This is an optimization exercise on Yosys and OpenROAD, whose aim is small area, a short achievable clock period and few clock cycles, not a production implementation. In this exercise RTL edits were held to simulation tests only and were not proved equivalent to the original. Power is estimated from default activity; no workload was simulated.

## run.sh

```bash
#!/bin/bash
# synth_recipe.tcl (not shown) runs the flow's synth.tcl, then flattens the netlist and writes it again
# the make line also repeats each setting of config.mk as NAME=value (left out here)
make -C /OpenROAD-flow-scripts/flow DESIGN_CONFIG=/design/flow/config.mk WORK_HOME=/design/flow/orfs CLKGATE_MAP_FILE= SYNTH_SCRIPT=/design/flow/synth_recipe.tcl finish
```

## design.v

```verilog
module b58_digit2char (
  input  wire [5:0] digit,    
  output reg  [7:0] char
);
  always @(*) begin
    case (digit)
      6'd0: char = 8'h31;
      6'd1: char = 8'h32;
      6'd2: char = 8'h33;
      6'd3: char = 8'h34;
      6'd4: char = 8'h35;
      6'd5: char = 8'h36;
      6'd6: char = 8'h37;
      6'd7: char = 8'h38;
      6'd8: char = 8'h39;
      6'd9: char = 8'h41;
      6'd10: char = 8'h42;
      6'd11: char = 8'h43;
      6'd12: char = 8'h44;
      6'd13: char = 8'h45;
      6'd14: char = 8'h46;
      6'd15: char = 8'h47;
      6'd16: char = 8'h48;
      6'd17: char = 8'h4a;
      6'd18: char = 8'h4b;
      6'd19: char = 8'h4c;
      6'd20: char = 8'h4d;
      6'd21: char = 8'h4e;
      6'd22: char = 8'h50;
      6'd23: char = 8'h51;
      6'd24: char = 8'h52;
      6'd25: char = 8'h53;
      6'd26: char = 8'h54;
      6'd27: char = 8'h55;
      6'd28: char = 8'h56;
      6'd29: char = 8'h57;
      6'd30: char = 8'h58;
      6'd31: char = 8'h59;
      6'd32: char = 8'h5a;
      6'd33: char = 8'h61;
      6'd34: char = 8'h62;
      6'd35: char = 8'h63;
      6'd36: char = 8'h64;
      6'd37: char = 8'h65;
      6'd38: char = 8'h66;
      6'd39: char = 8'h67;
      6'd40: char = 8'h68;
      6'd41: char = 8'h69;
      6'd42: char = 8'h6a;
      6'd43: char = 8'h6b;
      6'd44: char = 8'h6d;
      6'd45: char = 8'h6e;
      6'd46: char = 8'h6f;
      6'd47: char = 8'h70;
      6'd48: char = 8'h71;
      6'd49: char = 8'h72;
      6'd50: char = 8'h73;
      6'd51: char = 8'h74;
      6'd52: char = 8'h75;
      6'd53: char = 8'h76;
      6'd54: char = 8'h77;
      6'd55: char = 8'h78;
      6'd56: char = 8'h79;
      6'd57: char = 8'h7a;
      default: char = 8'h7a;
    endcase
  end
endmodule
module b58_char2digit (
  input  wire [7:0] char,
  output reg        valid,
  output reg  [5:0] digit
);
  always @(*) begin
    valid = 1'b0;
    digit = 6'd0;
    case (char)
      8'h31: begin valid = 1'b1; digit = 6'd0; end
      8'h32: begin valid = 1'b1; digit = 6'd1; end
      8'h33: begin valid = 1'b1; digit = 6'd2; end
      8'h34: begin valid = 1'b1; digit = 6'd3; end
      8'h35: begin valid = 1'b1; digit = 6'd4; end
      8'h36: begin valid = 1'b1; digit = 6'd5; end
      8'h37: begin valid = 1'b1; digit = 6'd6; end
      8'h38: begin valid = 1'b1; digit = 6'd7; end
      8'h39: begin valid = 1'b1; digit = 6'd8; end
      8'h41: begin valid = 1'b1; digit = 6'd9; end
      8'h42: begin valid = 1'b1; digit = 6'd10; end
      8'h43: begin valid = 1'b1; digit = 6'd11; end
      8'h44: begin valid = 1'b1; digit = 6'd12; end
      8'h45: begin valid = 1'b1; digit = 6'd13; end
      8'h46: begin valid = 1'b1; digit = 6'd14; end
      8'h47: begin valid = 1'b1; digit = 6'd15; end
      8'h48: begin valid = 1'b1; digit = 6'd16; end
      8'h4a: begin valid = 1'b1; digit = 6'd17; end
      8'h4b: begin valid = 1'b1; digit = 6'd18; end
      8'h4c: begin valid = 1'b1; digit = 6'd19; end
      8'h4d: begin valid = 1'b1; digit = 6'd20; end
      8'h4e: begin valid = 1'b1; digit = 6'd21; end
      8'h50: begin valid = 1'b1; digit = 6'd22; end
      8'h51: begin valid = 1'b1; digit = 6'd23; end
      8'h52: begin valid = 1'b1; digit = 6'd24; end
      8'h53: begin valid = 1'b1; digit = 6'd25; end
      8'h54: begin valid = 1'b1; digit = 6'd26; end
      8'h55: begin valid = 1'b1; digit = 6'd27; end
      8'h56: begin valid = 1'b1; digit = 6'd28; end
      8'h57: begin valid = 1'b1; digit = 6'd29; end
      8'h58: begin valid = 1'b1; digit = 6'd30; end
      8'h59: begin valid = 1'b1; digit = 6'd31; end
      8'h5a: begin valid = 1'b1; digit = 6'd32; end
      8'h61: begin valid = 1'b1; digit = 6'd33; end
      8'h62: begin valid = 1'b1; digit = 6'd34; end
      8'h63: begin valid = 1'b1; digit = 6'd35; end
      8'h64: begin valid = 1'b1; digit = 6'd36; end
      8'h65: begin valid = 1'b1; digit = 6'd37; end
      8'h66: begin valid = 1'b1; digit = 6'd38; end
      8'h67: begin valid = 1'b1; digit = 6'd39; end
      8'h68: begin valid = 1'b1; digit = 6'd40; end
      8'h69: begin valid = 1'b1; digit = 6'd41; end
      8'h6a: begin valid = 1'b1; digit = 6'd42; end
      8'h6b: begin valid = 1'b1; digit = 6'd43; end
      8'h6d: begin valid = 1'b1; digit = 6'd44; end
      8'h6e: begin valid = 1'b1; digit = 6'd45; end
      8'h6f: begin valid = 1'b1; digit = 6'd46; end
      8'h70: begin valid = 1'b1; digit = 6'd47; end
      8'h71: begin valid = 1'b1; digit = 6'd48; end
      8'h72: begin valid = 1'b1; digit = 6'd49; end
      8'h73: begin valid = 1'b1; digit = 6'd50; end
      8'h74: begin valid = 1'b1; digit = 6'd51; end
      8'h75: begin valid = 1'b1; digit = 6'd52; end
      8'h76: begin valid = 1'b1; digit = 6'd53; end
      8'h77: begin valid = 1'b1; digit = 6'd54; end
      8'h78: begin valid = 1'b1; digit = 6'd55; end
      8'h79: begin valid = 1'b1; digit = 6'd56; end
      8'h7a: begin valid = 1'b1; digit = 6'd57; end
      default: begin valid = 1'b0; digit = 6'd0; end
    endcase
  end
endmodule
module b58_codec (
  input  wire       clk,
  input  wire       rst,
  input  wire       cmd_valid,
  output wire       cmd_ready,
  input  wire       cmd_dec,
  input  wire [5:0] cmd_len,
  input  wire [5:0] cmd_cap,
  input  wire       in_valid,
  output wire       in_ready,
  input  wire [7:0] in_data,
  output reg        out_valid,
  output reg  [7:0] out_data,
  output reg        rsp_valid,
  output reg  [1:0] rsp_code,
  output reg  [5:0] rsp_val
);
  localparam [2:0] S_IDLE = 3'd0,
                   S_LOAD = 3'd1,
                   S_CHK1 = 3'd2,
                   S_CHK2 = 3'd3,
                   S_CHK3 = 3'd6,
                   S_OUT  = 3'd4,
                   S_RSP  = 3'd5;
  reg  [2:0]   state;
  reg          cmd_rdy_q;
  reg          in_rdy_q;
  reg          dec;
  reg  [5:0]   len;
  reg  [5:0]   cap;
  reg  [5:0]   cnt;         
  reg  [5:0]   zcnt;        
  reg          zrun;
  reg          bad;
  reg  [5:0]   bad_idx;
  reg  [7:0]   ibuf;        
  reg          bfull;
  reg  [1:0]   pass;        
  reg  [5:0]   sel;         
  reg  [5:0]   creg;        
  reg  [287:0] num;
  reg  [5:0]   ocnt;        
  reg  [5:0]   zleft;       
  reg  [2:0]   opos;        
  reg  [6:0]   tot_r;       
  reg  [1:0]   code_r;
  reg  [5:0]   val_r;
  assign cmd_ready = cmd_rdy_q;
  assign in_ready  = in_rdy_q;
  wire take_cmd = cmd_valid & cmd_rdy_q;
  wire take_in  = in_valid & in_rdy_q;
  reg [47:0] rwin;
  integer i;
  always @(*) begin
    rwin = 48'd0;
    for (i = 0; i < 6; i = i + 1)
      rwin = rwin | (num[48*i +: 48] & {48{sel[i]}});
  end
  wire       c_ok;
  wire [5:0] c_dig;
  b58_char2digit u_c2d (.char(ibuf), .valid(c_ok), .digit(c_dig));
  wire [5:0]  d_cin = sel[0] ? c_dig : creg;
  wire [53:0] d_a   = {rwin, d_cin};
  wire [53:0] d_b   = ~{3'd0, rwin, 3'd0};
  wire [53:0] d_c   = {5'd0, rwin, 1'b1};
  wire [53:0] d_s   = d_a ^ d_b ^ d_c;
  wire [53:0] d_y   = {(d_a[52:0] & d_b[52:0]) | (d_a[52:0] & d_c[52:0]) | (d_b[52:0] & d_c[52:0]), 1'b0};
  wire [53:0] d_sum = d_s + d_y;
  wire [47:0] d_out  = d_sum[47:0];
  wire [5:0]  d_cout = d_sum[53:48];
  wire [1:0] e_bits = (pass == 2'd0) ? ibuf[7:6] : (pass == 2'd1) ? ibuf[5:4] :
                      (pass == 2'd2) ? ibuf[3:2] : ibuf[1:0];
  reg  [263:0] e_t;
  reg  [43:0]  ges;
  reg  [5:0]   ed;
  reg          ec, ege;
  integer s, j;
  always @(*) begin
    e_t = num[263:0];
    for (s = 0; s < 2; s = s + 1) begin
      for (j = 0; j < 44; j = j + 1) begin
        ed = e_t[6*j +: 6];
        ges[j] = ed[5] | (ed[4] & ed[3] & ed[2] & (ed[1] | ed[0]));
      end
      for (j = 0; j < 44; j = j + 1) begin
        ed  = e_t[6*j +: 6];
        ege = ges[j];
        ec  = (j == 0) ? e_bits[1-s] : ges[j-1];
        e_t[6*j +: 6] = {ed[4] ^ (ege & ed[3] & ed[2] & (ed[1] | ed[0])),
                         ed[3] ^ (ege & ed[2] & (ed[1] | ed[0])),
                         ed[2] ^ (ege & (ed[1] | ed[0])),
                         ed[1] ^ (ege & ~ed[0]),
                         ed[0] ^ ege,
                         ec};
      end
    end
  end
  wire proc      = (state == S_LOAD) & bfull;
  wire e_proc    = proc & ~dec;
  wire d_proc    = proc & dec;
  reg  [5:0] nz;
  integer n;
  always @(*)
    for (n = 0; n < 6; n = n + 1)
      nz[n] = |num[48*n +: 48];
  wire [5:0] above = {1'b0, nz[5], |nz[5:4], |nz[5:3], |nz[5:2], |nz[5:1]};
  wire top       = |(sel & ~above);
  wire first     = dec ? sel[0] : (pass == 2'd0);
  wire byte_done = proc & (dec ? top : (pass == 2'd3));
  wire all_done  = byte_done & (cnt == len);
  wire ext_maybe = |(num[47:42]);
  wire       bfull_n = take_in | (bfull & ~byte_done);
  wire [5:0] cnt_n   = cnt + {5'd0, take_in};
  reg        last_n;
  always @(*) begin
    if (!dec)
      last_n = proc ? (pass == 2'd2) : 1'b0;      
    else if (proc && !top)
      last_n = |(sel[4:0] & above[4:0] & ~above[5:1]);   
    else
      last_n = ~above[0] & ~(proc & ext_maybe);   
  end
  reg [5:0] tsel;             
  integer k;
  always @(*) begin
    tsel = 6'd1;
    for (k = 1; k < 6; k = k + 1)
      if (nz[k]) tsel = 6'd1 << k;
  end
  reg  [2:0] hi_e, hi_d;
  reg        nz_e;
  always @(*) begin
    hi_e = 3'd0; nz_e = 1'b0;
    for (k = 0; k < 8; k = k + 1)
      if (rwin[6*k +: 6] != 6'd0) begin hi_e = k; nz_e = 1'b1; end
    hi_d = 3'd0;
    for (k = 0; k < 6; k = k + 1)
      if (rwin[8*k +: 8] != 8'd0) hi_d = k;
  end
  reg [2:0] sidx;
  always @(*) begin
    sidx = 3'd0;
    for (k = 0; k < 6; k = k + 1)
      if (sel[k]) sidx = k;
  end
  wire [6:0] ndig  = nz_e ? ({1'b0, sidx, 3'd0} + {4'd0, hi_e} + 7'd1) : 7'd0;
  wire [6:0] nbyt  = {2'b0, sidx, 2'd0} + {3'b0, sidx, 1'd0} + {4'd0, hi_d} + 7'd1;
  wire [5:0] dec_z = (zcnt == len) ? len - 6'd1 : zcnt;
  wire [6:0] tot   = dec ? ({1'b0, dec_z} + nbyt) : ({1'b0, zcnt} + ndig);
  wire [5:0] o_dig = rwin[6*opos +: 6];
  wire [7:0] o_byt = rwin[8*opos +: 8];
  wire [7:0] o_chr;
  b58_digit2char u_d2c (.digit(o_dig), .char(o_chr));
  wire clr = take_cmd;
  integer b;
  always @(posedge clk) begin
    for (b = 0; b < 6; b = b + 1) begin
      if (clr)
        num[48*b +: 48] <= 48'd0;
      else if (e_proc) begin
        if (b < 5) num[48*b +: 48] <= e_t[48*b +: 48];
        else       num[240 +: 24]  <= e_t[240 +: 24];
      end else if (d_proc) begin
        if (sel[b]) num[48*b +: 48] <= d_out;
        if (b > 0 && top && sel[b-1]) num[48*b +: 6] <= d_cout;
      end
    end
    if (d_proc && !top) creg <= d_cout;
    if (take_in) ibuf <= in_data;
  end
  always @(posedge clk) begin
    out_valid <= 1'b0;
    rsp_valid <= 1'b0;
    if (rst) begin
      state     <= S_IDLE;
      cmd_rdy_q <= 1'b1;
      in_rdy_q  <= 1'b0;
      bfull     <= 1'b0;
    end else begin
      cmd_rdy_q <= 1'b0;
      in_rdy_q  <= 1'b0;
      case (state)
        S_IDLE: cmd_rdy_q <= 1'b1;
        S_LOAD: begin
          bfull <= bfull_n;
          cnt   <= cnt_n;
          if (proc) begin
            pass <= pass + 2'd1;
            if (dec) begin
              if (top) sel <= 6'd1;
              else     sel <= {sel[4:0], 1'b0};
            end
          end
          if (proc && first) begin
            if (!dec) begin
              if (zrun && ibuf == 8'd0) zcnt <= zcnt + 6'd1;
              else zrun <= 1'b0;
            end else begin
              if (!c_ok && !bad) begin
                bad     <= 1'b1;
                bad_idx <= cnt - 6'd1;
              end
              if (zrun && c_ok && c_dig == 6'd0) zcnt <= zcnt + 6'd1;
              else zrun <= 1'b0;
            end
          end
          if (all_done)
            state <= S_CHK1;
          else
            in_rdy_q <= (cnt_n != len) & (~bfull_n | last_n);
        end
        S_CHK1: begin
          sel   <= tsel;
          state <= S_CHK2;
        end
        S_CHK2: begin
          opos  <= dec ? hi_d : hi_e;
          zleft <= dec ? dec_z : zcnt;
          tot_r <= tot;
          state <= S_CHK3;
        end
        S_CHK3: begin
          begin
            ocnt  <= tot_r[5:0];
            val_r <= tot_r[5:0];
            if (dec && bad) begin
              code_r    <= 2'd1;
              val_r     <= bad_idx;
              state     <= S_RSP;
              cmd_rdy_q <= 1'b1;
            end else if (tot_r > {1'b0, cap}) begin
              code_r    <= 2'd2;
              state     <= S_RSP;
              cmd_rdy_q <= 1'b1;
            end else begin
              code_r    <= 2'd0;
              state     <= S_OUT;
              cmd_rdy_q <= (tot_r == 7'd1);
            end
          end
        end
        S_OUT: begin
          out_valid <= 1'b1;
          if (zleft != 6'd0) begin
            out_data <= dec ? 8'h00 : 8'h31;
            zleft    <= zleft - 6'd1;
          end else begin
            out_data <= dec ? o_byt : o_chr;
            if (opos == 3'd0) begin
              opos <= dec ? 3'd5 : 3'd7;
              sel  <= {1'b0, sel[5:1]};
            end else begin
              opos <= opos - 3'd1;
            end
          end
          ocnt <= ocnt - 6'd1;
          cmd_rdy_q <= (ocnt == 6'd2);
          if (ocnt == 6'd1) begin
            rsp_valid <= 1'b1;
            rsp_code  <= code_r;
            rsp_val   <= val_r;
            state     <= S_IDLE;
            cmd_rdy_q <= 1'b1;
          end
        end
        S_RSP: begin
          rsp_valid <= 1'b1;
          rsp_code  <= code_r;
          rsp_val   <= val_r;
          state     <= S_IDLE;
          cmd_rdy_q <= 1'b1;
        end
        default: state <= S_IDLE;
      endcase
      if (take_cmd) begin
        dec       <= cmd_dec;
        len       <= cmd_len;
        cap       <= cmd_cap;
        cnt       <= 6'd0;
        zcnt      <= 6'd0;
        zrun      <= 1'b1;
        bad       <= 1'b0;
        bfull     <= 1'b0;
        sel       <= 6'd1;
        pass      <= 2'd0;
        cmd_rdy_q <= 1'b0;
        if (cmd_len == 6'd0) begin
          code_r    <= 2'd0;
          val_r     <= 6'd0;
          state     <= S_RSP;
          cmd_rdy_q <= 1'b1;
        end else begin
          state    <= S_LOAD;
          in_rdy_q <= 1'b1;
        end
      end
    end
  end
endmodule
```

## constraint.sdc

```tcl
create_clock -name core_clock -period 12.0 [get_ports {clk}]
set_input_delay 2.4000 -clock core_clock [delete_from_list [all_inputs] [get_ports {clk}]]
set_output_delay 2.4000 -clock core_clock [all_outputs]
set_load 0.01 [all_outputs]
```

## config.mk

```make
export PLATFORM = sky130hd
export DESIGN_NAME = b58_codec
export DESIGN_NICKNAME = b58_codec
export VERILOG_FILES = /design/flow/design.v
export SDC_FILE = /design/flow/constraint.sdc
export NUM_CORES = 4
export LEC_CHECK = 0
export CAP_MARGIN = 20
export CORE_MARGIN = 2
export CORE_UTILIZATION = 40
export SLEW_MARGIN = 20
```

==> summary.md, run 1 <==
| Metric | Value |
|---|---|
| Status | `complete, no violations` |
| Compound-Gate Fraction of Synth Area | `30.9%` |
| Layout cells sized above 1 | `5.38%` |
| Maximum root-to-sink buffer count | `3` |
| Crit Path Max Fanout | `30` |
| Crit Path Category | `flop to flop` |
| Root Buffer | `clkbuf_16` |
| Syn nets | `5,344` |
| Die width | `310 um` |
| Crit path DAT | `6930 ps` |
| Synth cell count leaders | `nand2_1, a21oi_1, nor2_1` |
| Worst Min Path Start | `val_r[2]` |
| Total routed wirelength | `166 mm` |
| Endpoints failing hold | `0` |
| CTS H-tree lvls | `2` |
| Placer's final routability congestion estimate | `1.07` |
| Async SR Flop Fraction | `0%` |
| Synth Register Bits | `404` |
| Slew @ Worst Pin | `1270 ps` |
| Reg2Reg Setup Slack | `5650 ps` |
| Post-Synth Adder-Cell Area | `10.1%` |
| Simple-gate share of the synthesized area | `18.7%` |
| XOR/XNOR Fraction of Synth Area | `6.50%` |
| First-pass GRT wire length | `241 mm` |
| Cell Area, Synth | `0.0375 mm^2` |
| Period minus WS final | `6350 ps` |
| CP top delay family | `compound AO/OA/AOI/OAI gates` |
| Reg2reg end | `num[101]` |
| FF-to-FF Start | `sel[4]` |
| Final max-slew violation count | `0` |
| Synth top area cells | `dfxtp_1, edfxtp_1, ha_1` |
| Hold Path Stages | `0` |
| Critical path cell sequence | `buf_4, buf_4, a22oi_1, nand3_1, inv_1, fa_1, inv_1, ha_1, nand2_1, nor3_1, nand4_1, o211ai_1, a31oi_1, o22ai_1, a31oi_1, xor2_1, nand3_1, a21oi_1` |
| Clk slew on worst S/H paths | `70 ps` |
| Final core utilization | `43.4%` |
| Setup TNS Final | `0 ps` |
| HPWL Detailed | `122 mm` |
| Vias in the first global route | `35,700` |
| Fin nets | `5,121` |
| Most numerous cell in the Yosys netlist | `nand2_1` |
| IO Port Bufs | `44` |
| Mapped Cells | `5,066` |
| P_leak | `0.0156 uW` |
| Core footprint | `0.0930 mm^2` |
| CTS tree | `built` |
| Io pins | `45` |
| Pwr dens | `139 mW/mm^2` |
| Syn. warnings | `4` |
| Required time worst endpoint | `12,580 ps` |
| Mux share of post-synthesis cell area | `2.30%` |
| Final setup violation count | `0` |
| Site row count | `112` |
| Final Cell Area | `0.0404 mm^2` |
| Clock Skew | `31.6 ps` |
| Worst skew pair latency | `660 ps` |
| Synth Flop Type | `dfxtp_1` |
| Clock Sinks | `404` |
| Pre-antenna DRT Iters | `6` |
| Worst stage delay on the critical path | `600 ps` |
| Total number of vias | `40,000` |
| Hold Path Class | `flop to flop` |
| Initial core utilization | `40.3%` |
| Cts hold-fix bufs | `0` |
| Relative max-transition margin | `14.2%` |
| Reg2Reg Depth | `18` |
| Overflow after GRT | `0` |
| Yosys top cell by area | `dfxtp_1` |
| Sequential area share after synthesis | `24.3%` |
| Die Span Y | `310 um` |
| Post-CTS Repair Setup Buffers | `0` |
| Initial antenna violation count | `4` |
| Worst path slowest cell | `o22ai_1` |
| Syn Area/Cell | `7.39 um^2` |
| Final Cycle Share | `52.9%` |
| CTS Buf Count | `51` |
| WP buf/inv | `4` |
| Routed length per instance | `27.0 um` |
| EDFF count, synth | `101` |
| Startpoint types | `flop` |
| CP endpoint kind | `flop` |
| Max-Cap Viols | `0` |
| Top-area cell type share of the netlist area | `16.2%` |
| Placed Area | `0.0386 mm^2` |
| Main combinational cell family by area after synthesis | `compound AO/OA/AOI/OAI gates` |
| Largest net degree at the start of global routing | `127` |
| Die footprint | `0.0961 mm^2` |
| Worst Hold End | `rsp_val[2]` |
| Post-route DRC | `0` |
| Layout overhead on the synthesized area | `7.81%` |
| GR Util All Layers | `33.5%` |
| Post_cts resized | `0` |
| Peak VDD IR | `0.117 mV` |
| Achievable frequency | `158 MHz` |
| Via density | `6.52` |
| Violation count after the first detailed-routing iteration | `5,267` |
| RSZ-0062 raised after global routing | `no` |
| Post-DRT Antenna Nets | `0` |
| Synth unique cells | `98` |
==> kinds of logic after synthesis <==
group	Yosys count
and+or+nand+nor	1527
muxes	71
buffers and inverters	706
adders and majority gates	276
AOI/OAI and AO/OA	1804
DFF	404
xor gates and xnor gates	278
==> how the worst max path moves through the flow <==
| stage | from | to | slack [ps] | depth (start not counted) |
|---|---|---|---|---|
| 4_1_cts | sel[4] | num[241] | 5890 | 18 |
| 2_1_floorplan | sel[3] | num[241] | 7240 | 19 |
| 3_3_place_gp | sel[0] | tot_r[6] | 6080 | 20 |
| 6_report | sel[4] | num[101] | 5650 | 18 |
| 3_5_place_dp | sel[4] | num[241] | 5930 | 18 |
| 5_1_grt | sel[4] | num[241] | 5490 | 18 |
==> report_power, final <==
group | switching (uW) | total (uW) | internal [uW]
registers | 52.4 | 1490 | 1440
clock network | 689 | 1650 | 961
logic | 1760 | 2460 | 700
total | 2500 | 5600 | 3100
==> metrics by stage <==
stage	setup WS, ps	hold WS, ps	power, uW	cells
2_1_floorplan	7240	427	2970	5066
3_3_place_gp	6080	437	3880	6044
3_5_place_dp	5930	436	3870	6044
4_1_cts	5890	451	5510	6138
5_1_grt	5490	467	5770	6138
6_report	5650	451	5600	6140
==> placed cells by master (no fill, tap or decap), types with 51 or more instances in the layout <==
| cell | instances |
|---|---|
| nand2_1 | 533 |
| nor3_1 | 59 |
| nand3_1 | 140 |
| xor2_1 | 109 |
| a21oi_1 | 450 |
| dfxtp_1 | 303 |
| ha_1 | 200 |
| nor4_1 | 67 |
| clkbuf_16 | 51 |
| a211oi_1 | 62 |
| a21o_1 | 63 |
| o22ai_1 | 82 |
| nor2_1 | 418 |
| a31oi_1 | 111 |
| fa_1 | 53 |
| xnor2_1 | 169 |
| inv_1 | 313 |
| edfxtp_1 | 101 |
| a22oi_1 | 168 |
| buf_4 | 66 |
| o211ai_1 | 77 |
| o21ai_0 | 408 |
==> worst register-to-register path: stages, from the launching register on <==
cell	delay, ps
edfxtp_1	320
buf_4	380
buf_4	540
a22oi_1	150
nand3_1	310
inv_1	280
fa_1	590
inv_1	50
ha_1	380
nand2_1	230
nor3_1	380
nand4_1	140
o211ai_1	540
a31oi_1	260
o22ai_1	600
a31oi_1	220
xor2_1	600
nand3_1	140
a21oi_1	170
==> sequential cells by signal, summed over array words and instances, names as in the netlist, 7 cells and up, named ones only <==
name / count
num: 288
out_data: 8
tot_r: 7
ibuf: 8
==> final cells by class <==
type | count | area, um^2
Fill cell | 9615 | 52700
Multi-Input combinational cell | 3956 | 25800
Inverter | 319 | 1200
Clock buffer | 69 | 1410
Clock inverter | 25 | 322
Antenna cell | 2 | 5.00
Tap cell | 1254 | 1570
Timing Repair Buffer | 111 | 956
Sequential cell | 404 | 9100
==> per-layer routing <==
| layer | vias up | global-route usage [%] | wire length (um) |
|---|---|---|---|
| met1 | 19000 | 45.4 | 67900 |
| li1 | 18000 | - | - |
| met5 | - | 0 | 43 |
| met2 | 2427 | 49.2 | 68800 |
| met3 | 516 | 7.44 | 18500 |
| met4 | 6 | 18.1 | 10600 |
Testbench counts, summed over its fixed seeds: cycles 40,705.
==> run 2: changes to the inputs <==
--- a/design.v
+++ b/design.v
@@ -159,7 +159,7 @@
                    S_CHK1 = 3'd2,
                    S_CHK2 = 3'd3,
-                   S_CHK3 = 3'd6,
-                   S_OUT  = 3'd4,
-                   S_RSP  = 3'd5;
+                   S_CHK3 = 3'd4,
+                   S_OUT  = 3'd5,
+                   S_RSP  = 3'd6;
   reg  [2:0]   state;
   reg          cmd_rdy_q;
@@ -176,11 +176,16 @@
   reg          bfull;
   reg  [1:0]   pass;        
-  reg  [5:0]   sel;         
+  reg  [5:0]   wsel;        
+  reg  [5:0]   actm;        
   reg  [5:0]   creg;        
   reg  [287:0] num;
+  reg  [5:0]   osel;        
   reg  [5:0]   ocnt;        
   reg  [5:0]   zleft;       
   reg  [2:0]   opos;        
-  reg  [6:0]   tot_r;       
+  reg  [7:0]   sym;         
+  reg  [5:0]   base1;       
+  reg  [6:0]   capz;        
+  reg  [5:0]   sz_r;        
   reg  [1:0]   code_r;
   reg  [5:0]   val_r;
@@ -189,18 +194,12 @@
   wire take_cmd = cmd_valid & cmd_rdy_q;
   wire take_in  = in_valid & in_rdy_q;
-  reg [47:0] rwin;
-  integer i;
-  always @(*) begin
-    rwin = 48'd0;
-    for (i = 0; i < 6; i = i + 1)
-      rwin = rwin | (num[48*i +: 48] & {48{sel[i]}});
-  end
   wire       c_ok;
   wire [5:0] c_dig;
   b58_char2digit u_c2d (.char(ibuf), .valid(c_ok), .digit(c_dig));
-  wire [5:0]  d_cin = sel[0] ? c_dig : creg;
-  wire [53:0] d_a   = {rwin, d_cin};
-  wire [53:0] d_b   = ~{3'd0, rwin, 3'd0};
-  wire [53:0] d_c   = {5'd0, rwin, 1'b1};
+  wire [47:0] dwin  = num[47:0];
+  wire [5:0]  d_cin = wsel[0] ? c_dig : creg;
+  wire [53:0] d_a   = {dwin, d_cin};
+  wire [53:0] d_b   = ~{3'd0, dwin, 3'd0};
+  wire [53:0] d_c   = {5'd0, dwin, 1'b1};
   wire [53:0] d_s   = d_a ^ d_b ^ d_c;
   wire [53:0] d_y   = {(d_a[52:0] & d_b[52:0]) | (d_a[52:0] & d_c[52:0]) | (d_b[52:0] & d_c[52:0]), 1'b0};
@@ -238,12 +237,18 @@
   wire e_proc    = proc & ~dec;
   wire d_proc    = proc & dec;
-  reg  [5:0] nz;
+  reg  [5:0] up;            
+  reg        pend;
   integer n;
-  always @(*)
-    for (n = 0; n < 6; n = n + 1)
-      nz[n] = |num[48*n +: 48];
-  wire [5:0] above = {1'b0, nz[5], |nz[5:4], |nz[5:3], |nz[5:2], |nz[5:1]};
-  wire top       = |(sel & ~above);
-  wire first     = dec ? sel[0] : (pass == 2'd0);
+  always @(*) begin
+    up   = {actm[4:0], 1'b0};
+    pend = 1'b0;
+    for (n = 1; n < 6; n = n + 1)
+      if (up[n] && num[48*n +: 6] != 6'd0) pend = 1'b1;
+  end
+  wire [5:0] acte  = (wsel[0] & pend) ? up : actm;      
+  wire       top   = |(wsel & acte);
+  wire [5:0] shl = {1'b0, acte[5], |acte[5:4], |acte[5:3], |acte[5:2], |acte[5:1]};
+  wire [5:0] upe = {acte[4:0], 1'b0};
+  wire first     = dec ? wsel[0] : (pass == 2'd0);
   wire byte_done = proc & (dec ? top : (pass == 2'd3));
   wire all_done  = byte_done & (cnt == len);
@@ -254,9 +259,11 @@
   always @(*) begin
     if (!dec)
-      last_n = proc ? (pass == 2'd2) : 1'b0;      
+      last_n = proc ? (pass == 2'd2) : 1'b0;       
     else if (proc && !top)
-      last_n = |(sel[4:0] & above[4:0] & ~above[5:1]);   
+      last_n = |({wsel[4:0], 1'b0} & acte);        
+    else if (proc)
+      last_n = acte[0] & ~ext_maybe;               
     else
-      last_n = ~above[0] & ~(proc & ext_maybe);   
+      last_n = actm[0] & ~pend;
   end
   reg [5:0] tsel;             
@@ -265,5 +272,11 @@
     tsel = 6'd1;
     for (k = 1; k < 6; k = k + 1)
-      if (nz[k]) tsel = 6'd1 << k;
+      if (|num[48*k +: 48]) tsel = 6'd1 << k;
+  end
+  reg [47:0] rwin;
+  always @(*) begin
+    rwin = 48'd0;
+    for (k = 0; k < 6; k = k + 1)
+      rwin = rwin | (num[48*k +: 48] & {48{osel[k]}});
   end
   reg  [2:0] hi_e, hi_d;
@@ -277,18 +290,19 @@
       if (rwin[8*k +: 8] != 8'd0) hi_d = k;
   end
-  reg [2:0] sidx;
+  reg [2:0] tidx;
   always @(*) begin
-    sidx = 3'd0;
+    tidx = 3'd0;
     for (k = 0; k < 6; k = k + 1)
-      if (sel[k]) sidx = k;
+      if (tsel[k]) tidx = k;
   end
-  wire [6:0] ndig  = nz_e ? ({1'b0, sidx, 3'd0} + {4'd0, hi_e} + 7'd1) : 7'd0;
-  wire [6:0] nbyt  = {2'b0, sidx, 2'd0} + {3'b0, sidx, 1'd0} + {4'd0, hi_d} + 7'd1;
   wire [5:0] dec_z = (zcnt == len) ? len - 6'd1 : zcnt;
-  wire [6:0] tot   = dec ? ({1'b0, dec_z} + nbyt) : ({1'b0, zcnt} + ndig);
+  wire [5:0] zz    = dec ? dec_z : zcnt;
+  wire [5:0] sz    = (dec | nz_e) ? base1 + {3'd0, (dec ? hi_d : hi_e)} : 6'd0;
+  wire [6:0] tot   = {1'b0, zz} + {1'b0, sz_r};
+  wire       over  = capz[6] | ({1'b0, sz_r} > capz);      
   wire [5:0] o_dig = rwin[6*opos +: 6];
   wire [7:0] o_byt = rwin[8*opos +: 8];
   wire [7:0] o_chr;
-  b58_digit2char u_d2c (.digit(o_dig), .char(o_chr));
+  b58_digit2char u_d2c (.digit(sym[5:0]), .char(o_chr));
   wire clr = take_cmd;
   integer b;
@@ -301,6 +315,10 @@
         else       num[240 +: 24]  <= e_t[240 +: 24];
       end else if (d_proc) begin
-        if (sel[b]) num[48*b +: 48] <= d_out;
-        if (b > 0 && top && sel[b-1]) num[48*b +: 6] <= d_cout;
+        if (acte[b])
+          num[48*b +: 48] <= d_out;
+        else if (shl[b])
+          num[48*b +: 48] <= num[48*(b+1) +: 48];
+        else if (top && upe[b])
+          num[48*b +: 6] <= d_cout;      
       end
     end
@@ -327,6 +345,7 @@
             pass <= pass + 2'd1;
             if (dec) begin
-              if (top) sel <= 6'd1;
-              else     sel <= {sel[4:0], 1'b0};
+              actm <= acte;
+              if (top) wsel <= 6'd1;
+              else     wsel <= {wsel[4:0], 1'b0};
             end
           end
@@ -350,31 +369,38 @@
         end
         S_CHK1: begin
-          sel   <= tsel;
+          osel  <= tsel;
+          base1 <= dec ? {tidx, 2'b00} + {1'b0, tidx, 1'b0} + 6'd1 : {tidx, 3'b001};
+          capz  <= {1'b0, cap} - {1'b0, zz};
           state <= S_CHK2;
         end
         S_CHK2: begin
+          sz_r  <= sz;
           opos  <= dec ? hi_d : hi_e;
-          zleft <= dec ? dec_z : zcnt;
-          tot_r <= tot;
           state <= S_CHK3;
         end
         S_CHK3: begin
-          begin
-            ocnt  <= tot_r[5:0];
-            val_r <= tot_r[5:0];
-            if (dec && bad) begin
-              code_r    <= 2'd1;
-              val_r     <= bad_idx;
-              state     <= S_RSP;
-              cmd_rdy_q <= 1'b1;
-            end else if (tot_r > {1'b0, cap}) begin
-              code_r    <= 2'd2;
-              state     <= S_RSP;
-              cmd_rdy_q <= 1'b1;
-            end else begin
-              code_r    <= 2'd0;
-              state     <= S_OUT;
-              cmd_rdy_q <= (tot_r == 7'd1);
-            end
+          zleft <= zz;
+          ocnt  <= tot[5:0];
+          val_r <= tot[5:0];
+          sym   <= dec ? o_byt : {2'b00, o_dig};
+          if (opos == 3'd0) begin
+            opos <= dec ? 3'd5 : 3'd7;
+            osel <= {1'b0, osel[5:1]};
+          end else begin
+            opos <= opos - 3'd1;
+          end
+          if (dec && bad) begin
+            code_r    <= 2'd1;
+            val_r     <= bad_idx;
+            state     <= S_RSP;
+            cmd_rdy_q <= 1'b1;
+          end else if (over) begin
+            code_r    <= 2'd2;
+            state     <= S_RSP;
+            cmd_rdy_q <= 1'b1;
+          end else begin
+            code_r    <= 2'd0;
+            state     <= S_OUT;
+            cmd_rdy_q <= ((zz == 6'd0) && (sz_r == 6'd1)) || ((zz == 6'd1) && (sz_r == 6'd0));
           end
         end
@@ -385,8 +411,9 @@
             zleft    <= zleft - 6'd1;
           end else begin
-            out_data <= dec ? o_byt : o_chr;
+            out_data <= dec ? sym : o_chr;
+            sym <= dec ? o_byt : {2'b00, o_dig};
             if (opos == 3'd0) begin
               opos <= dec ? 3'd5 : 3'd7;
-              sel  <= {1'b0, sel[5:1]};
+              osel <= {1'b0, osel[5:1]};
             end else begin
               opos <= opos - 3'd1;
@@ -421,5 +448,6 @@
         bad       <= 1'b0;
         bfull     <= 1'b0;
-        sel       <= 6'd1;
+        wsel      <= 6'd1;
+        actm      <= 6'd1;
         pass      <= 2'd0;
         cmd_rdy_q <= 1'b0;
==> run 2 against run 1 <==
Against the previous run: cell count up 14%; synthesized cell count is 16% higher; die area rose by 13%; synthesized area increased by 13%; total power decreased by 16%; largest cell class unchanged; global-route usage decreased by 2.2 points; largest power group is now clock; still clean; non-clock buffer count is 17 higher.
==> summary.md, run 2 <==
| Metric | Value |
|---|---|
| Syn nets | `6,146` |
| Initial core utilization | `40.2%` |
| Post_cts resized | `0` |
| RSZ-0062 raised after global routing | `no` |
| Overflow after GRT | `0` |
| Synth unique cells | `105` |
| Synth top area cells | `dfxtp_1, edfxtp_1, a21oi_1` |
| Worst stage delay on the critical path | `1030 ps` |
| Worst path slowest cell | `xor2_1` |
| Endpoints failing hold | `0` |
| Io pins | `45` |
| Critical path cell sequence | `nor2b_1, nand2_1, o21ai_0, fa_1, ha_1, o21a_1, o31a_1, o21ai_1, a211oi_1, nor3_1, nand2_1, a21oi_1, xor2_1, o21ai_0, nand3_1, o21ai_1` |
| Root Buffer | `clkbuf_16` |
| Post-CTS Repair Setup Buffers | `0` |
| Most numerous cell in the Yosys netlist | `nand2_1` |
| Die footprint | `0.108 mm^2` |
| Total routed wirelength | `176 mm` |
| Crit Path Max Fanout | `6` |
| Status | `complete, no violations` |
| Final Total Pwr | `4710 uW` |
| Setup TNS Final | `0 ps` |
| Die Span Y | `329 um` |
| Crit Path Category | `flop to flop` |
| Top reg by flops | `num` |
| Tightest hold margin | `452 ps` |
| Flop pwr share | `34.7%` |
| CTS tree | `built` |
| Layout overhead on the synthesized area | `7.16%` |
| P_int | `3030 uW` |
| Top-area cell type share of the netlist area | `14.7%` |
| Syn. warnings | `4` |
| Combinational share of power | `26.6%` |
| WP buf/inv | `0` |
| Total number of vias | `45,200` |
| Pwr dens | `104 mW/mm^2` |
| Mapped Cells | `5,872` |
| Cts hold-fix bufs | `0` |
| Vias in the first global route | `40,200` |
| Async SR Flop Fraction | `0%` |
| CP top delay family | `simple AND/OR/NAND/NOR gates` |
| Required time worst endpoint | `12,510 ps` |
| Site row count | `119` |
| CTS H-tree lvls | `2` |
| Layout cells sized above 1 | `5.65%` |
| Final core utilization | `43.1%` |
| CP endpoint kind | `flop` |
| Via density | `6.47` |
| Worst skew pair latency | `670 ps` |
| Sw Ratio | `35.7%` |
| Clock Skew | `27.4 ps` |
| Clk slew on worst S/H paths | `60 ps` |
| Slew @ Worst Pin | `1310 ps` |
| Violation count after the first detailed-routing iteration | `6,395` |
| GR Util All Layers | `31.2%` |
| Initial antenna violation count | `3` |
| Final max-slew violation count | `0` |
| Die width | `329 um` |
| Maximum root-to-sink buffer count | `3` |
| Routed length per instance | `25.2 um` |
| EDFF count, synth | `132` |
| Post-route DRC | `0` |
| Sequential area share after synthesis | `24.0%` |
| Synth Flop Type | `dfxtp_1` |
| Final Cycle Share | `50.3%` |
| Post-DRT Antenna Nets | `0` |
| Yosys top cell by area | `dfxtp_1` |
| Syn Area/Cell | `7.21 um^2` |
| Hold Path Class | `flop to flop` |
| Achievable frequency | `166 MHz` |
| Pre-antenna DRT Iters | `8` |
| Synth cell count leaders | `nand2_1, a21oi_1, nor2_1` |
| Relative max-transition margin | `12.1%` |
| P_leak | `0.0172 uW` |
| Period minus WS final | `6030 ps` |
| Synth Register Bits | `442` |
| Crit path DAT | `6540 ps` |
| Max-Cap Viols | `0` |
| HPWL Detailed | `126 mm` |
| Startpoint types | `flop` |
| Post-Place Cells | `6,887` |
| Clock Sinks | `442` |
| Peak VDD IR | `0.135 mV` |
| Placer's final routability congestion estimate | `0.979` |
| Final setup violation count | `0` |
| CTS Buf Count | `54` |
| Highest-count cells in the layout ignoring fill and taps | `nand2_1, a21oi_1, nor2_1` |
| Max reg flops | `288` |
| NetSw | `1680 uW` |
| Commonest non-fill, non-tap cell in the layout | `nand2_1` |
| Cell Area, Synth | `0.0423 mm^2` |
| First-pass GRT wire length | `261 mm` |
| Non-filler cells, final | `6,990` |
| Largest net degree at the start of global routing | `165` |
| Core footprint | `0.105 mm^2` |
| IO Port Bufs | `44` |
| Fin nets | `5,828` |
| Share of total power in the clock network | `38.8%` |
==> run 2: metrics by stage <==
stage | cell area (um^2) | setup slack (ps)
after CTS | 45300 | 6160
after detailed placement | 43300 | 5550
final | 45300 | 5970
after global routing | 45300 | 5680
after floorplan | 42300 | 7180
after global placement | 43300 | 5480
==> run 2: kinds of logic (layout without fill, tap and decap cells) <==
logic type,count (synthesis),after routing,share of synthesized area (%)
other,0,2,0
AOI/OAI and AO/OA,2023,2023,30.8
xor gates and xnor gates,271,271,5.61
DFF,442,442,24.0
buffers and inverters,842,567,7.69
adders and majority gates,291,291,9.26
and+or+nand+nor,1938,1938,21.0
muxes,65,65,1.60
==> run 2: power groups by stage <==
| stage | Clock (uW) | Combinational, uW | Sequential, uW |
|---|---|---|---|
| floorplan | 0 | 734 | 1640 |
| global placement | 0 | 1180 | 1660 |
| detailed placement | 0 | 1190 | 1660 |
| CTS | 1840 | 1200 | 1630 |
| global route | 1880 | 1320 | 1640 |
| finish | 1830 | 1250 | 1630 |
==> run 2: cell type report <==
cell class	instances	area, um^2
Sequential cell	442	10200
Multi-Input combinational cell	4588	29100
Antenna cell	2	5.00
Timing Repair Buffer	128	1120
Clock inverter	32	437
Clock buffer	67	1470
Inverter	340	1280
Tap cell	1391	1740
Fill cell	10900	59800
==> run 2: metal layers <==
| layer | track usage, % | up-vias | share of wire, % |
|---|---|---|---|
| met5 | 0 | - | 0 |
| met4 | 13.8 | 0 | 4.8 |
| met3 | 6.82 | 432 | 11 |
| met2 | 45.7 | 2560 | 42 |
| met1 | 43.8 | 21600 | 42 |
| li1 | - | 20600 | - |
==> run 2: path summary, 6_finish.rpt <==
check / cells after the start / slack, ps / to / from
worst max-delay path: 16 / 5970 / num[76] / ibuf[7]
worst min-delay path: 0 / 450 / rsp_val[1] / val_r[1]
worst max register to register: 16 / 5970 / num[76] / ibuf[7]
worst min register to register: 0 / 450 / rsp_val[1] / val_r[1]
==> run 2: worst register-to-register path, delay by kind of cell (launching register included) <==
| kind | cells | cell delay, ps |
|---|---|---|
| and+or+nand+nor | 5 | 1950 |
| AOI/OAI and AO/OA | 8 | 1640 |
| xor gates and xnor gates | 1 | 1030 |
| adders and majority gates | 2 | 850 |
| DFF | 1 | 420 |
Testbench counts of run 2, summed over its fixed seeds: cycles 40,705.
==> run 3: changes to the inputs <==
--- a/config.mk
+++ b/config.mk
@@ -6,4 +6,5 @@
 export NUM_CORES = 4
 export LEC_CHECK = 0
+export ABC_AREA = 1
 export CAP_MARGIN = 20
 export CORE_MARGIN = 2
==> run 3 against run 2 <==
Against the previous run: still clean; register-to-register slack gained 480 ps; cell count grew 7.4%; sequential share of layout area grew 1.2 points; synthesized area shrank 6.6%; final area shrank 5.1%; synthesized cell count grew 6.9%; utilization grew 0.72 points; non-clock buffer count shrank 25; highest routed layer unchanged.
==> summary.md, run 3 <==
| Metric | Value |
|---|---|
| Crit path DAT | `6120 ps` |
| Max reg flops | `288` |
| Post-DRT Antenna Nets | `0` |
| Setup slack after placement | `5900 ps` |
| Most frequent CP cell | `nand2_1` |
| Cts hold-fix bufs | `0` |
| Final Cell Area | `0.0430 mm^2` |
| Crit Path Max Fanout | `11` |
| Tightest hold margin | `470 ps` |
| RSZ-0062 raised after global routing | `no` |
| Pre-antenna DRT Iters | `6` |
| Core footprint | `0.0981 mm^2` |
| Layout cells sized above 1 | `3.91%` |
| EDFF count, synth | `132` |
| Async SR Flop Fraction | `0%` |
| Most numerous cell in the Yosys netlist | `nand2_1` |
| Pwr dens | `210 mW/mm^2` |
| Top reg by flops | `num` |
| CTS tree | `built` |
| Clock Skew | `18.7 ps` |
| Post-route DRC | `0` |
| Period minus WS final | `5550 ps` |
| IO Port Bufs | `44` |
| Clock Sinks | `442` |
| Worst stage delay on the critical path | `900 ps` |
| Synth Register Bits | `442` |
| Worst skew pair latency | `690 ps` |
| Top-area cell type share of the netlist area | `15.7%` |
| Placed Area | `0.0409 mm^2` |
| Final core utilization | `43.9%` |
| Cell Area, Synth | `0.0395 mm^2` |
| Highest-count cells in the layout ignoring fill and taps | `nand2_1, inv_1, nor2_1` |
| Hold Path Stages | `0` |
| Final Cycle Share | `46.2%` |
| Startpoint types | `flop` |
| Syn nets | `6,553` |
| Sw Ratio | `53.8%` |
| Setup TNS Final | `0 ps` |
| Endpoints failing hold | `0` |
| First-pass GRT wire length | `255 mm` |
| Vias in the first global route | `40,000` |
| Post_cts resized | `0` |
| P_int | `4180 uW` |
| Slew @ Worst Pin | `1220 ps` |
| Worst path slowest cell | `xnor2_1` |
| Via density | `5.86` |
| Maximum root-to-sink buffer count | `3` |
| CP top delay family | `compound AO/OA/AOI/OAI gates` |
| Share of total power in the clock network | `21.4%` |
| Mapped Cells | `6,279` |
| Violation count after the first detailed-routing iteration | `5,876` |
| Reg2Reg Depth | `15` |
| Flop pwr share | `19.5%` |
| Routed length per instance | `22.8 um` |
| Synth Flop Type | `dfxtp_1` |
| Fin nets | `6,442` |
| Critical path cell sequence | `inv_1, o21ai_0, fa_1, ha_1, a21o_1, a21oi_1, o21bai_1, nand2_1, nand2_1, xnor2_1, inv_1, o21ai_0, nand2_1, nor2_1, nor2_1` |
| Die footprint | `0.101 mm^2` |
| Initial antenna violation count | `3` |
| WP buf/inv | `2` |
| Required time worst endpoint | `12,570 ps` |
| Post-CTS Repair Setup Buffers | `0` |
| HPWL Detailed | `128 mm` |
| Hold Path Class | `flop to flop` |
| Io pins | `45` |
| Placer's final routability congestion estimate | `1.05` |
| Yosys top cell by area | `dfxtp_1` |
| Total number of vias | `43,900` |
| Synth cell count leaders | `nand2_1, inv_1, nor2_1` |
| Synth top area cells | `dfxtp_1, nand2_1, edfxtp_1` |
| Final setup violation count | `0` |
| P_leak | `0.0196 uW` |
| NetSw | `4870 uW` |
| Clk slew on worst S/H paths | `60 ps` |
| Achievable frequency | `180 MHz` |
| CTS Buf Count | `56` |
| Layout overhead on the synthesized area | `8.91%` |
| Die Span Y | `318 um` |
| Stages on the worst setup path | `15` |
| GR Util All Layers | `32.8%` |
| Site row count | `115` |
| Initial core utilization | `40.3%` |
| Root Buffer | `clkbuf_16` |
| Fillers | `10,500` |
| Synth unique cells | `61` |
| Status | `complete, no violations` |
| Overflow after GRT | `0` |
| CTS H-tree lvls | `2` |
| Sequential area share after synthesis | `25.7%` |
| Die width | `318 um` |
| Syn. warnings | `4` |
| Max-Cap Viols | `0` |
| Total routed wirelength | `171 mm` |
| Largest net degree at the start of global routing | `196` |
| Final max-slew violation count | `0` |
| Crit Path Category | `flop to flop` |
| Worst setup margin | `6450 ps` |
| Commonest non-fill, non-tap cell in the layout | `nand2_1` |
| CP endpoint kind | `flop` |
| Syn Area/Cell | `6.29 um^2` |
| Relative max-transition margin | `18.2%` |
| Combinational share of power | `59.1%` |
| Peak VDD IR | `0.137 mV` |
run 3: worst reg2reg max path, cell delays in order, from the launching register on:
cell,delay [ps]
edfxtp_1,520
inv_1,260
o21ai_0,740
fa_1,550
ha_1,360
a21o_1,190
a21oi_1,420
o21bai_1,280
nand2_1,110
nand2_1,90
xnor2_1,900
inv_1,200
o21ai_0,550
nand2_1,110
nor2_1,110
nor2_1,50
run 3: cell type report:
type | instances | area [um^2] | area share [%]
diodes | 2 | 5.00 | 0.0116
clock buffers | 71 | 1580 | 3.67
clock inverters | 35 | 493 | 1.15
inverters | 754 | 2840 | 6.59
multi-input cells | 4811 | 25400 | 59.1
flip-flops and latches | 442 | 10200 | 23.6
well taps | 1287 | 1610 | 3.74
repair buffers | 103 | 896 | 2.08
run 3: stage by stage:
step                total power [uW]  cells
floorplan                       4870   6279
CTS                             8810   7503
finish                          9050   7505
global route                    9480   7503
global placement                6860   7397
detailed placement              6870   7397
run 3: per-layer routing:
metal / share of wire [%] / up-vias / GRT usage [%]
met2: 42 / 2348 / 49.2
met1: 43 / 20600 / 46.7
met3: 11 / 353 / 5.56
li1: - / 20700 / -
met4: 4.3 / 0 / 12.6
met5: 0 / - / 0
run 3: worst paths after layout:
path | slack [ps] | start | to
worst max-delay path | 6450 | wsel[0] | num[22]
worst min register to register | 470 | code_r[1] | rsp_code[1]
worst min-delay path | 470 | code_r[1] | rsp_code[1]
worst max register to register | 6450 | wsel[0] | num[22]
run 3: logic make-up (layout without fill, tap and decap cells):
family	Yosys count	after routing	synth area share [%]
other cells	0	2	0
buf+inv	1026	963	10.1
fa+ha+maj	249	249	8.85
xor+xnor	188	188	4.17
flops	442	442	25.7
simple gates	2836	2836	29.7
compound gates	1537	1537	21.4
mux	1	1	0.0253
run 3: power by group through the flow:
stage / Clock (uW) / Sequential [uW] / Combinational (uW)
after floorplan: 0 / 1740 / 3120
after global placement: 0 / 1790 / 5070
after detailed placement: 0 / 1790 / 5080
after CTS: 1960 / 1760 / 5100
after global routing: 2010 / 1770 / 5700
final: 1940 / 1760 / 5350
==> run 4: changes to the inputs <==
--- a/design.v
+++ b/design.v
@@ -165,4 +165,5 @@
   reg          cmd_rdy_q;
   reg          in_rdy_q;
+  reg          bfull;
   reg          dec;
   reg  [5:0]   len;
@@ -174,5 +175,4 @@
   reg  [5:0]   bad_idx;
   reg  [7:0]   ibuf;        
-  reg          bfull;
   reg  [1:0]   pass;        
   reg  [5:0]   wsel;        
@@ -194,8 +194,15 @@
   wire take_cmd = cmd_valid & cmd_rdy_q;
   wire take_in  = in_valid & in_rdy_q;
+  wire [47:0] slot [0:5];
+  genvar g;
+  generate
+    for (g = 0; g < 6; g = g + 1) begin : sl
+      assign slot[g] = num[48*g +: 48];
+    end
+  endgenerate
   wire       c_ok;
   wire [5:0] c_dig;
   b58_char2digit u_c2d (.char(ibuf), .valid(c_ok), .digit(c_dig));
-  wire [47:0] dwin  = num[47:0];
+  wire [47:0] dwin  = slot[0];
   wire [5:0]  d_cin = wsel[0] ? c_dig : creg;
   wire [53:0] d_a   = {dwin, d_cin};
@@ -237,21 +244,11 @@
   wire e_proc    = proc & ~dec;
   wire d_proc    = proc & dec;
-  reg  [5:0] up;            
-  reg        pend;
-  integer n;
-  always @(*) begin
-    up   = {actm[4:0], 1'b0};
-    pend = 1'b0;
-    for (n = 1; n < 6; n = n + 1)
-      if (up[n] && num[48*n +: 6] != 6'd0) pend = 1'b1;
-  end
-  wire [5:0] acte  = (wsel[0] & pend) ? up : actm;      
-  wire       top   = |(wsel & acte);
-  wire [5:0] shl = {1'b0, acte[5], |acte[5:4], |acte[5:3], |acte[5:2], |acte[5:1]};
-  wire [5:0] upe = {acte[4:0], 1'b0};
+  wire [5:0] shl = {1'b0, actm[5], |actm[5:4], |actm[5:3], |actm[5:2], |actm[5:1]};
+  wire [5:0] upm = {actm[4:0], 1'b0};
+  wire       top = |(wsel & actm);
+  wire       ext_maybe = |(dwin[47:42]);
   wire first     = dec ? wsel[0] : (pass == 2'd0);
   wire byte_done = proc & (dec ? top : (pass == 2'd3));
   wire all_done  = byte_done & (cnt == len);
-  wire ext_maybe = |(num[47:42]);
   wire       bfull_n = take_in | (bfull & ~byte_done);
   wire [5:0] cnt_n   = cnt + {5'd0, take_in};
@@ -259,18 +256,19 @@
   always @(*) begin
     if (!dec)
-      last_n = proc ? (pass == 2'd2) : 1'b0;       
+      last_n = proc & (pass == 2'd2);              
     else if (proc && !top)
-      last_n = |({wsel[4:0], 1'b0} & acte);        
+      last_n = |({wsel[4:0], 1'b0} & actm);        
     else if (proc)
-      last_n = acte[0] & ~ext_maybe;               
+      last_n = actm[0] & ~ext_maybe;               
     else
-      last_n = actm[0] & ~pend;
+      last_n = actm[0];
   end
   reg [5:0] tsel;             
+  reg [2:0] tidx;
   integer k;
   always @(*) begin
-    tsel = 6'd1;
+    tsel = 6'd1; tidx = 3'd0;
     for (k = 1; k < 6; k = k + 1)
-      if (|num[48*k +: 48]) tsel = 6'd1 << k;
+      if (|slot[k]) begin tsel = 6'd1 << k; tidx = k; end
   end
   reg [47:0] rwin;
@@ -278,5 +276,5 @@
     rwin = 48'd0;
     for (k = 0; k < 6; k = k + 1)
-      rwin = rwin | (num[48*k +: 48] & {48{osel[k]}});
+      rwin = rwin | (slot[k] & {48{osel[k]}});
   end
   reg  [2:0] hi_e, hi_d;
@@ -290,10 +288,4 @@
       if (rwin[8*k +: 8] != 8'd0) hi_d = k;
   end
-  reg [2:0] tidx;
-  always @(*) begin
-    tidx = 3'd0;
-    for (k = 0; k < 6; k = k + 1)
-      if (tsel[k]) tidx = k;
-  end
   wire [5:0] dec_z = (zcnt == len) ? len - 6'd1 : zcnt;
   wire [5:0] zz    = dec ? dec_z : zcnt;
@@ -309,20 +301,111 @@
   always @(posedge clk) begin
     for (b = 0; b < 6; b = b + 1) begin
-      if (clr)
+      if (clr) begin
         num[48*b +: 48] <= 48'd0;
-      else if (e_proc) begin
+      end else if (e_proc) begin
         if (b < 5) num[48*b +: 48] <= e_t[48*b +: 48];
         else       num[240 +: 24]  <= e_t[240 +: 24];
       end else if (d_proc) begin
-        if (acte[b])
+        if (actm[b])
           num[48*b +: 48] <= d_out;
-        else if (shl[b])
-          num[48*b +: 48] <= num[48*(b+1) +: 48];
-        else if (top && upe[b])
+        else if (shl[b]) begin
+          if (b < 5) num[48*b +: 48] <= num[48*(b+1) +: 48];
+        end else if (top && upm[b])
           num[48*b +: 6] <= d_cout;      
       end
     end
-    if (d_proc && !top) creg <= d_cout;
+  end
+  always @(posedge clk) begin
     if (take_in) ibuf <= in_data;
+    if (proc) begin
+      pass <= pass + 2'd1;
+      if (dec) begin
+        if (!top) creg <= d_cout;
+        if (top) begin
+          wsel <= 6'd1;
+          if (ext_maybe && !actm[5]) actm <= upm;
+        end else
+          wsel <= {wsel[4:0], 1'b0};
+      end
+    end
+    if (proc && first) begin
+      if (!dec) begin
+        if (zrun && ibuf == 8'd0) zcnt <= zcnt + 6'd1;
+        else zrun <= 1'b0;
+      end else begin
+        if (!c_ok && !bad) begin
+          bad     <= 1'b1;
+          bad_idx <= cnt - 6'd1;
+        end
+        if (zrun && c_ok && c_dig == 6'd0) zcnt <= zcnt + 6'd1;
+        else zrun <= 1'b0;
+      end
+    end
+    if (state == S_LOAD) cnt <= cnt_n;
+    case (state)
+      S_CHK1: begin
+        osel  <= tsel;
+        base1 <= dec ? {tidx, 2'b00} + {1'b0, tidx, 1'b0} + 6'd1 : {tidx, 3'b001};
+        capz  <= {1'b0, cap} - {1'b0, zz};
+      end
+      S_CHK2: begin
+        sz_r <= sz;
+        opos <= dec ? hi_d : hi_e;
+      end
+      S_CHK3: begin
+        zleft <= zz;
+        ocnt  <= tot[5:0];
+        val_r <= tot[5:0];
+        sym   <= dec ? o_byt : {2'b00, o_dig};
+        if (opos == 3'd0) begin
+          opos <= dec ? 3'd5 : 3'd7;
+          osel <= {1'b0, osel[5:1]};
+        end else begin
+          opos <= opos - 3'd1;
+        end
+        if (dec && bad) begin
+          code_r <= 2'd1;
+          val_r  <= bad_idx;
+        end else if (over)
+          code_r <= 2'd2;
+        else
+          code_r <= 2'd0;
+      end
+      S_OUT: begin
+        if (zleft != 6'd0) begin
+          out_data <= dec ? 8'h00 : 8'h31;
+          zleft    <= zleft - 6'd1;
+        end else begin
+          out_data <= dec ? sym : o_chr;
+          sym <= dec ? o_byt : {2'b00, o_dig};
+          if (opos == 3'd0) begin
+            opos <= dec ? 3'd5 : 3'd7;
+            osel <= {1'b0, osel[5:1]};
+          end else begin
+            opos <= opos - 3'd1;
+          end
+        end
+        ocnt <= ocnt - 6'd1;
+      end
+      default: ;
+    endcase
+    rsp_code <= code_r;
+    rsp_val  <= val_r;
+    if (take_cmd) begin
+      dec  <= cmd_dec;
+      len  <= cmd_len;
+      cap  <= cmd_cap;
+      cnt  <= 6'd0;
+      zcnt <= 6'd0;
+      zrun <= 1'b1;
+      bad  <= 1'b0;
+      wsel <= 6'd1;
+      actm <= 6'd1;
+      pass <= 2'd0;
+      if (cmd_len == 6'd0) begin
+        code_r <= 2'd0;
+        val_r  <= 6'd0;
+      end
+    end
   end
   always @(posedge clk) begin
@@ -341,26 +424,4 @@
         S_LOAD: begin
           bfull <= bfull_n;
-          cnt   <= cnt_n;
-          if (proc) begin
-            pass <= pass + 2'd1;
-            if (dec) begin
-              actm <= acte;
-              if (top) wsel <= 6'd1;
-              else     wsel <= {wsel[4:0], 1'b0};
-            end
-          end
-          if (proc && first) begin
-            if (!dec) begin
-              if (zrun && ibuf == 8'd0) zcnt <= zcnt + 6'd1;
-              else zrun <= 1'b0;
-            end else begin
-              if (!c_ok && !bad) begin
-                bad     <= 1'b1;
-                bad_idx <= cnt - 6'd1;
-              end
-              if (zrun && c_ok && c_dig == 6'd0) zcnt <= zcnt + 6'd1;
-              else zrun <= 1'b0;
-            end
-          end
           if (all_done)
             state <= S_CHK1;
@@ -368,37 +429,11 @@
             in_rdy_q <= (cnt_n != len) & (~bfull_n | last_n);
         end
-        S_CHK1: begin
-          osel  <= tsel;
-          base1 <= dec ? {tidx, 2'b00} + {1'b0, tidx, 1'b0} + 6'd1 : {tidx, 3'b001};
-          capz  <= {1'b0, cap} - {1'b0, zz};
-          state <= S_CHK2;
-        end
-        S_CHK2: begin
-          sz_r  <= sz;
-          opos  <= dec ? hi_d : hi_e;
-          state <= S_CHK3;
-        end
+        S_CHK1: state <= S_CHK2;
+        S_CHK2: state <= S_CHK3;
         S_CHK3: begin
-          zleft <= zz;
-          ocnt  <= tot[5:0];
-          val_r <= tot[5:0];
-          sym   <= dec ? o_byt : {2'b00, o_dig};
-          if (opos == 3'd0) begin
-            opos <= dec ? 3'd5 : 3'd7;
-            osel <= {1'b0, osel[5:1]};
-          end else begin
-            opos <= opos - 3'd1;
-          end
-          if (dec && bad) begin
-            code_r    <= 2'd1;
-            val_r     <= bad_idx;
-            state     <= S_RSP;
-            cmd_rdy_q <= 1'b1;
-          end else if (over) begin
-            code_r    <= 2'd2;
+          if ((dec && bad) || over) begin
             state     <= S_RSP;
             cmd_rdy_q <= 1'b1;
           end else begin
-            code_r    <= 2'd0;
             state     <= S_OUT;
             cmd_rdy_q <= ((zz == 6'd0) && (sz_r == 6'd1)) || ((zz == 6'd1) && (sz_r == 6'd0));
@@ -407,23 +442,7 @@
         S_OUT: begin
           out_valid <= 1'b1;
-          if (zleft != 6'd0) begin
-            out_data <= dec ? 8'h00 : 8'h31;
-            zleft    <= zleft - 6'd1;
-          end else begin
-            out_data <= dec ? sym : o_chr;
-            sym <= dec ? o_byt : {2'b00, o_dig};
-            if (opos == 3'd0) begin
-              opos <= dec ? 3'd5 : 3'd7;
-              osel <= {1'b0, osel[5:1]};
-            end else begin
-              opos <= opos - 3'd1;
-            end
-          end
-          ocnt <= ocnt - 6'd1;
           cmd_rdy_q <= (ocnt == 6'd2);
           if (ocnt == 6'd1) begin
             rsp_valid <= 1'b1;
-            rsp_code  <= code_r;
-            rsp_val   <= val_r;
             state     <= S_IDLE;
             cmd_rdy_q <= 1'b1;
@@ -432,6 +451,4 @@
         S_RSP: begin
           rsp_valid <= 1'b1;
-          rsp_code  <= code_r;
-          rsp_val   <= val_r;
           state     <= S_IDLE;
           cmd_rdy_q <= 1'b1;
@@ -440,19 +457,7 @@
       endcase
       if (take_cmd) begin
-        dec       <= cmd_dec;
-        len       <= cmd_len;
-        cap       <= cmd_cap;
-        cnt       <= 6'd0;
-        zcnt      <= 6'd0;
-        zrun      <= 1'b1;
-        bad       <= 1'b0;
         bfull     <= 1'b0;
-        wsel      <= 6'd1;
-        actm      <= 6'd1;
-        pass      <= 2'd0;
         cmd_rdy_q <= 1'b0;
         if (cmd_len == 6'd0) begin
-          code_r    <= 2'd0;
-          val_r     <= 6'd0;
           state     <= S_RSP;
           cmd_rdy_q <= 1'b1;
==> run 4 against run 3 <==
Against the previous run: final area grew 0.66%; clock-buffer cell count grew 1; synthesized area grew 1.2%; clock skew grew 10 ps; total power shrank 32%; combinational power shrank 49%; critical endpoint is now num[287]; still clean; critical path depth shrank 7; fmax grew 5.2%; sequential share of layout area shrank 1.2 points; largest cell class unchanged; first-iteration DRC count shrank 18%.
==> summary.md, run 4 <==
| Metric | Value |
|---|---|
| Status | `complete, no violations` |
| Routed length per instance | `22.1 um` |
| Total number of vias | `44,500` |
| Yosys top cell by area | `dfxtp_1` |
| IO Port Bufs | `44` |
| Post-DRT Antenna Nets | `0` |
| Peak VDD IR | `0.103 mV` |
| Highest-count cells in the layout ignoring fill and taps | `nand2_1, inv_1, a21oi_1` |
| Pre-antenna DRT Iters | `7` |
| Fin nets | `6,683` |
| Maximum root-to-sink buffer count | `3` |
| Commonest non-fill, non-tap cell in the layout | `nand2_1` |
| Reg2reg end | `num[179]` |
| Reg2Reg Depth | `15` |
| CP top delay family | `buffers and inverters` |
| Worst setup margin | `6730 ps` |
| Layout cells sized above 1 | `3.21%` |
| Die footprint | `0.102 mm^2` |
| Post_cts resized | `0` |
| Most numerous cell in the Yosys netlist | `nand2_1` |
| Synth cell count leaders | `nand2_1, inv_1, a21oi_1` |
| Initial core utilization | `40.5%` |
| Root Buffer | `clkbuf_16` |
| Clk slew on worst S/H paths | `60 ps` |
| Overflow after GRT | `0` |
| WP buf/inv | `5` |
| Final setup violation count | `0` |
| HPWL Detailed | `128 mm` |
| Mapped Cells | `6,530` |
| Relative max-transition margin | `13.8%` |
| Endpoints failing hold | `0` |
| Pwr dens | `141 mW/mm^2` |
| Period minus WS final | `5270 ps` |
| Syn Area/Cell | `6.12 um^2` |
| P_leak | `0.0208 uW` |
| Post-CTS Repair Setup Buffers | `0` |
| Site row count | `115` |
| Synth top area cells | `dfxtp_1, nand2_1, inv_1` |
| Setup slack after placement | `6110 ps` |
| Largest net degree at the start of global routing | `78` |
| Synth Register Bits | `442` |
| Worst skew pair latency | `670 ps` |
| EDFF count, synth | `88` |
| FF-to-FF Start | `wsel[0]` |
| Achievable frequency | `190 MHz` |
| Top-area cell type share of the netlist area | `17.7%` |
| Clock Sinks | `442` |
| Io pins | `45` |
| Syn nets | `6,804` |
| Hold Path Stages | `0` |
| Startpoint types | `input port` |
| Top reg by flops | `num` |
| Die width | `320 um` |
| Initial antenna violation count | `5` |
| Critical path cell sequence | `clkdlybuf4s50_1, nand2_4, inv_4, buf_4, buf_4, nor2_1, o21ai_0, inv_1` |
| Required time worst endpoint | `12,550 ps` |
| Hold Path Class | `flop to flop` |
| Layout overhead on the synthesized area | `8.38%` |
| Die Span Y | `320 um` |
| Synth Flop Type | `dfxtp_1` |
| Crit path DAT | `5820 ps` |
| Post-route DRC | `0` |
| Post-Place Cells | `7,640` |
| CTS Buf Count | `54` |
| Cell Area, Synth | `0.0400 mm^2` |
| Syn. warnings | `3` |
| Clock Skew | `29.0 ps` |
| Vias in the first global route | `40,800` |
| Crit Path Max Fanout | `78` |
| GR Util All Layers | `32.4%` |
| CTS tree | `built` |
| Reg2Reg Setup Slack | `6940 ps` |
| Async SR Flop Fraction | `0%` |
| Worst Min Path Start | `val_r[5]` |
| Total routed wirelength | `171 mm` |
| Worst Hold End | `rsp_val[5]` |
| Synth unique cells | `54` |
| Slew @ Worst Pin | `1290 ps` |
| Crit Path Category | `input port to flop` |
| Via density | `5.75` |
| Worst path slowest cell | `buf_4` |
| Worst stage delay on the critical path | `780 ps` |
| Setup TNS Final | `0 ps` |
| Final Cycle Share | `43.9%` |
| Core footprint | `0.0987 mm^2` |
| RSZ-0062 raised after global routing | `no` |
| Violation count after the first detailed-routing iteration | `4,811` |
| Non-filler cells, final | `7,744` |
| Most frequent CP cell | `buf_4` |
| CTS H-tree lvls | `2` |
| Cts hold-fix bufs | `0` |
| CP endpoint kind | `flop` |
| First-pass GRT wire length | `256 mm` |
| Max-Cap Viols | `0` |
| Max reg flops | `288` |
| Final max-slew violation count | `0` |
| Placer's final routability congestion estimate | `0.977` |
| Sequential area share after synthesis | `24.3%` |
[run 4: final cells by class]
| class | count | area [um^2] |
|---|---|---|
| Fill cell | 10700 | 55400 |
| Timing Repair Buffer | 103 | 883 |
| Multi-Input combinational cell | 4889 | 25700 |
| Clock inverter | 30 | 347 |
| Tap cell | 1287 | 1610 |
| Clock buffer | 72 | 1530 |
| Sequential cell | 442 | 9740 |
| Antenna cell | 2 | 5.00 |
| Inverter | 919 | 3460 |
[run 4: worst reg2reg max path, cell delays in order (launching register included)]
cell and delay, ps:
dfxtp_1 470, inv_1 260, o31ai_1 400, fa_1 480, ha_1 350, o21ai_1 180
o21ai_0 500, nand2_1 100, nand2_1 190, nand2_1 70, nand2_1 180, nand2_1 110
o21ai_1 390, xor2_1 990, o21bai_1 150, a21oi_1 160
[run 4: how the worst max path moves through the flow]
| stage | from | end | slack, ps | cells past startpoint |
|---|---|---|---|---|
| after global routing | cmd_valid | num[287] | 6630 | 8 |
| after global placement | cmd_valid | num[287] | 6110 | 8 |
| after CTS | cmd_valid | num[287] | 6790 | 8 |
| after floorplan | in_valid | flop | 7610 | 10 |
| final | cmd_valid | num[287] | 6730 | 8 |
| after detailed placement | cmd_valid | num[287] | 6110 | 8 |
[run 4: cells by family after synthesis]
family | Yosys count | share of synthesized area [%]
compound gates | 1532 | 21.2
fa+ha+maj | 249 | 8.75
flops | 442 | 24.3
xor+xnor | 177 | 3.88
simple gates | 2930 | 30.4
buf+inv | 1199 | 11.4
mux | 1 | 0.0250
[run 4: per-stage QoR]
step | util, % | total power (uW) | hold WS [ps] | cell area [um^2]
detailed placement | 42.0 | 4280 | 330 | 41400
floorplan | - | 3120 | 326 | 40000
CTS | 43.9 | 6050 | 340 | 43300
global placement | 42.0 | 4280 | 338 | 41400
global route | 43.9 | 6350 | 354 | 43300
finish | 43.9 | 6120 | 344 | 43300
[run 4: power by group]
group          leakage, uW  switching [uW]  internal (uW)
clock network     0.000899             770           1010
registers          0.00367            40.1           1580
logic               0.0162            2060            661
total               0.0208            2870           3250
[run 4: per-layer routing]
metal | part of all wire [%] | GRT usage, % | vias to the layer above
met4 | 5.8 | 16.5 | 4
met1 | 43 | 43.5 | 20800
met3 | 7.9 | 4.12 | 443
met5 | 0.019 | 0 | -
met2 | 44 | 51.0 | 1985
li1 | - | - | 21200
Testbench counts of run 4, summed over its fixed seeds: cycles 40,712.

[what the ideal ports hide]
No port has a modelled driver above. Below, the same layouts with a new extraction and two added sets of constraints. Step 1 sets driving cells, clkbuf_16 on the clock port and buf_2 on the other inputs (assumed; they add their load-dependent delay and slew). Step 2 also shifts input and output timing later by t, the mid clock arrival at the registers, as if the neighbouring blocks saw the same clock. a / b / c = no drivers / after step 1 / after step 2; a / b = the first two.
run | t, ns | setup WS [ns]
run 1 | 0.723 | 5.651 / 5.651 / 5.651
run 2 | 0.725 | 5.968 / 5.968 / 5.680
run 3 | 0.750 | 6.451 / 6.451 / 5.771
run 4 | 0.730 | 6.726 / 6.774 / 6.043
After both steps every run listed still meets setup and hold.
